Source: an optimization exercise on an open RTL-to-GDS flow (aim: small area, a short achievable clock period and few clock cycles). Production flows keep margins and buffers that such runs may drop. At most, simulation tests tie the RTL to the original design; equivalence was not proved. Power is estimated from default activity; no workload was simulated.

== job 9384 ==
==> module sctp_enc, before the edit <==
module sctp_enc (
    input  wire        clk,
    input  wire        rst,
    input  wire        cmd_valid,
    output wire        cmd_ready,
    input  wire [3:0]  cmd_op,
    input  wire [63:0] cmd_arg,
    input  wire [3:0]  cmd_cnt,
    input  wire        cmd_last,
    output wire        out_valid,
    input  wire        out_ready,
    output wire [63:0] out_data,
    output wire [3:0]  out_cnt,
    output wire        out_last,
    output wire        out_fault
);
    reg [143:0] A;           
    reg [4:0]   k;           
    reg         last_pend;   
    reg         fault_pend;  
    reg         faulted;     
    reg         ev;          
    reg  [87:0] eS;          
    reg         e_leb;       
    reg  [3:0]  enb;         
    reg         elast;       
    reg         efault;      
    reg         ov;          
    reg         ol;          
    reg         rfree;       
    reg         rtake;       
    reg         rx;          
    reg  [2:0]  off;         
    assign out_valid = ov;
    assign out_last  = ol;
    assign out_cnt   = {!ol | k[3], k[2:0] & {3{ol}}};
    assign out_data  = A[63:0];
    assign out_fault = fault_pend;
    wire take = ov && out_ready;
    wire merge = ev && (rfree || (rtake && out_ready));
    assign cmd_ready = rx || (rtake && out_ready);
    wire accept = cmd_valid && cmd_ready;
    wire [3:0]  op = cmd_op;
    wire [63:0] a  = cmd_arg;
    wire big      = (a[63:4] != 60'd0) || (a[3:0] == 4'hF);    
    wire is_data  = (op == 4'd14);
    wire is_sleb  = (op == 4'd9);
    wire leb_op   = (op == 4'd8) || is_sleb || (op == 4'd13);
    wire is_fix   = !op[3] || (op[3:1] == 3'b101);
    wire bad_short = (op == 4'd12) && (a[7:4] != 4'd0);
    reg [8:0] cu, cs;
    integer m;
    always @(*) begin
        for (m = 0; m < 9; m = m + 1) begin
            cu[m] = |(a >> (7*m + 7));
            cs[m] = a[63] ? !(&(a >> (7*m + 6) | ~({64{1'b1}} >> (7*m + 6))))
                          : |(a >> (7*m + 6));
        end
    end
    wire [8:0] c = is_sleb ? cs : cu;
    reg [3:0] hi;
    always @(*) begin
        if (op == 4'd12 || (op == 4'd13 && !big)) hi = a[3:0];
        else if (op == 4'd13)                     hi = 4'hF;
        else                                      hi = 4'h0;
    end
    reg [87:0] S;
    integer i;
    always @(*) begin
        S[7:0] = is_data ? a[7:0] : {hi, op};
        for (i = 1; i < 9; i = i + 1) begin
            if (leb_op)                S[8*i +: 8] = {c[i-1], a[7*(i-1) +: 7]};
            else if (is_data && i < 8) S[8*i +: 8] = a[8*i +: 8];
            else                       S[8*i +: 8] = a[8*(i-1) +: 8];
        end
        S[79:72] = {c[8], a[62:56]};
        S[87:80] = {1'b0, {6{is_sleb & a[63]}}, a[63]};
    end
    wire leb = !faulted && ((op == 4'd8) || is_sleb || (op == 4'd13 && big));
    reg [3:0] nb;
    always @(*) begin
        if (faulted || bad_short)  nb = 4'd0;
        else if (is_data)          nb = cmd_cnt[3] ? 4'd8 : cmd_cnt;
        else if (is_fix) begin
            case ({op[3], op[2:0]})
                4'b0000, 4'b0001: nb = 4'd2;
                4'b0010, 4'b0011: nb = 4'd3;
                4'b0100, 4'b0101,
                4'b1010:          nb = 4'd5;
                default:          nb = 4'd9;
            endcase
        end else                   nb = 4'd1;
    end
    wire [8:0] ec = {eS[79], eS[71], eS[63], eS[55], eS[47], eS[39], eS[31], eS[23], eS[15]};
    wire [3:0] ecnt = {ec[7], ec[3] & !ec[7], (ec[1] & !ec[3]) | (ec[5] & !ec[7]),
                       (ec[0] & !ec[1]) | (ec[2] & !ec[3]) | (ec[4] & !ec[5]) | (ec[6] & !ec[7]) | ec[8]};
    wire [3:0] en = e_leb ? ecnt + 4'd2 : enb;
    wire [95:0]  sh1 = off[0] ? {eS, eS[7:0]}   : {eS[87:80], eS};
    wire [111:0] sh2 = off[1] ? {sh1, sh1[15:0]} : {sh1[95:80], sh1};
    wire [143:0] sh  = off[2] ? {sh2, sh2[31:0]} : {sh2[111:80], sh2};
    reg [4:0] nk;
    reg       nlp, nev;
    always @(*) begin
        nk  = k;
        nlp = last_pend;
        nev = cmd_ready ? cmd_valid : ev;
        if (merge) begin
            nk  = {2'b00, off} + {1'b0, en};
            nlp = elast;
        end else if (take) begin
            if (ol) begin
                nk  = 5'd0;
                nlp = 1'b0;
            end else begin
                nk  = k - 5'd8;
            end
        end
    end
    wire nle8 = !nk[4] && (!nk[3] || nk[2:0] == 3'd0);
    integer j;
    always @(posedge clk) begin
        for (j = 0; j < 18; j = j + 1) begin
            if (merge && j >= off)
                A[8*j +: 8] <= sh[8*j +: 8];
            else if (take && j < 10)
                A[8*j +: 8] <= A[8*j + 64 +: 8];
        end
        if (merge && elast)
            fault_pend <= efault;
        if (cmd_ready) begin
            eS     <= S;
            e_leb  <= leb;
            enb    <= nb;
            elast  <= cmd_last;
            efault <= faulted || bad_short;
        end
        if (rst) begin
            k         <= 5'd0;
            last_pend <= 1'b0;
            faulted   <= 1'b0;
            ev        <= 1'b0;
            ov        <= 1'b0;
            ol        <= 1'b0;
            rfree     <= 1'b1;
            rtake     <= 1'b0;
            rx        <= 1'b1;
            off       <= 3'd0;
        end else begin
            if (accept)
                faulted <= !cmd_last && (faulted || bad_short);
            ev        <= nev;
            k         <= nk;
            last_pend <= nlp;
            ov        <= nk[4] || nk[3] || nlp;
            ol        <= nlp && nle8;
            rfree     <= !nlp && !nk[4] && !nk[3];
            rtake     <= (!nlp && !nk[4] && nk[3]) || (nlp && nle8);
            rx        <= !nev || (!nlp && !nk[4] && !nk[3]);
            off       <= nlp ? 3'd0 : nk[2:0];
        end
    end
endmodule
clock: 4.5 ns
lec_check: 0
cap_margin: 20
core_margin: 2
core_utilization: 40
setup_slack_margin: 2.0
slew_margin: 20
standard.sh (not shown) runs the stock make flow with config.mk's settings and CLKGATE_MAP_FILE= SYNTH_SCRIPT=/design/flow/synth_recipe.tcl, a recipe that flattens the netlist after the stock synthesis.
==> flow/flow/run.sh <==
#!/bin/bash
# Standard ORFS flow, with the ports buffered by buf_1 cells and the clock
# tree built without dummy loads.
export BUFFER_PORTS_ARGS="-buffer_cell sky130_fd_sc_hd__buf_1"
export CTS_ARGS="-sink_clustering_enable -repair_clock_nets -dont_use_dummy_load -sink_clustering_size 28 -sink_clustering_max_diameter 70"
bash standard.sh > standard.log 2>&1
Testbench counts of job 9384, summed over its fixed seeds: cycles 15,241.
For job 2916, these inputs were changed with respect to job 9384:
diff --git a/flow/design.v b/flow/design.v
--- a/flow/design.v
+++ b/flow/design.v
@@ -99,23 +99,47 @@
     wire [111:0] sh2 = off[1] ? {sh1, sh1[15:0]} : {sh1[95:80], sh1};
     wire [143:0] sh  = off[2] ? {sh2, sh2[31:0]} : {sh2[111:80], sh2};
+    wire [4:0] m_k    = {2'b00, off} + {1'b0, en};
+    wire       m_ge8  = m_k[4] || m_k[3];
+    wire       m_le8  = !m_k[4] && (!m_k[3] || m_k[2:0] == 3'd0);
+    wire       t_ge8  = k[4];
+    wire       t_le8  = !k[4] || (k[3:0] == 4'd0);
     reg [4:0] nk;
-    reg       nlp, nev;
+    reg [2:0] noff;
+    reg       nlp, nov, nol, nfree, ntake;
+    wire      nev = cmd_ready ? cmd_valid : ev;
     always @(*) begin
-        nk  = k;
-        nlp = last_pend;
-        nev = cmd_ready ? cmd_valid : ev;
+        nk    = k;
+        noff  = off;
+        nlp   = last_pend;
+        nov   = ov;
+        nol   = ol;
+        nfree = rfree;
+        ntake = rtake;
         if (merge) begin
-            nk  = {2'b00, off} + {1'b0, en};
-            nlp = elast;
+            nk    = m_k;
+            noff  = elast ? 3'd0 : m_k[2:0];
+            nlp   = elast;
+            nov   = m_ge8 || elast;
+            nol   = elast && m_le8;
+            nfree = !elast && !m_ge8;
+            ntake = elast ? m_le8 : (m_ge8 && !m_k[4]);
         end else if (take) begin
             if (ol) begin
-                nk  = 5'd0;
-                nlp = 1'b0;
+                nk    = 5'd0;
+                noff  = 3'd0;
+                nlp   = 1'b0;
+                nov   = 1'b0;
+                nol   = 1'b0;
+                nfree = 1'b1;
+                ntake = 1'b0;
             end else begin
-                nk  = k - 5'd8;
+                nk    = k - 5'd8;
+                nov   = t_ge8 || last_pend;
+                nol   = last_pend && t_le8;
+                nfree = !last_pend && !t_ge8;
+                ntake = last_pend ? t_le8 : t_ge8;
             end
         end
     end
-    wire nle8 = !nk[4] && (!nk[3] || nk[2:0] == 3'd0);
     integer j;
     always @(posedge clk) begin
@@ -128,5 +152,5 @@
         if (merge && elast)
             fault_pend <= efault;
-        if (cmd_ready) begin
+        if (!ev || merge) begin
             eS     <= S;
             e_leb  <= leb;
@@ -152,10 +176,10 @@
             k         <= nk;
             last_pend <= nlp;
-            ov        <= nk[4] || nk[3] || nlp;
-            ol        <= nlp && nle8;
-            rfree     <= !nlp && !nk[4] && !nk[3];
-            rtake     <= (!nlp && !nk[4] && nk[3]) || (nlp && nle8);
-            rx        <= !nev || (!nlp && !nk[4] && !nk[3]);
-            off       <= nlp ? 3'd0 : nk[2:0];
+            ov        <= nov;
+            ol        <= nol;
+            rfree     <= nfree;
+            rtake     <= ntake;
+            rx        <= !nev || nfree;
+            off       <= noff;
         end
     end
Findings:
- Job 2916 reached the end of the flow, and the finished layout is clean on the timing, DRC and antenna checks.
- The power consumed by the clock network reported for job 2916 is smaller than that of job 9384 by about 7%.
- NOTE: synthesized cell count in job 2916 exceeds that of job 9384
- Job 9384 → job 2916: via count went up, aggregate routed wire length has increased, detailed-route vias per instance went up, total power decreased about 36%, first-pass GRT wire length saw an increase.
- Placed instance area was lower in job 9384 than in job 2916.
No functional check of the RTL was part of job 2916.

[what the ideal ports hide]
How much do the figures lean on ideal ports? The routed layouts below were timed once more, with nothing changed but the port constraints. Step 1 assumes that a clkbuf_16 drives the clock port and a buf_2 every other input. Step 2 times the ports against the registers' clock, not the clock port: input delays grow and output delays shrink by t, the midpoint of the rising clock arrivals with the driver on. Slacks: no drivers / after step 1 / after step 2; pairs: no drivers / after step 1.
| run | t, ns | setup slack, ns | worst setup path at the end | worst slew at a driven data input, ns |
|---|---|---|---|---|
| job 9384 | 0.539 | 1.979 / 1.979 / 1.515 | input to register | 0.06 |
| job 2916 | 0.535 | 1.742 / 1.742 / 1.546 | input to register | 0.04 |
After both steps setup and hold are still met in every run listed. The setup slack of job 9384, which loses most, moves by 0.000 ns with the drivers and by -0.464 ns with both steps.
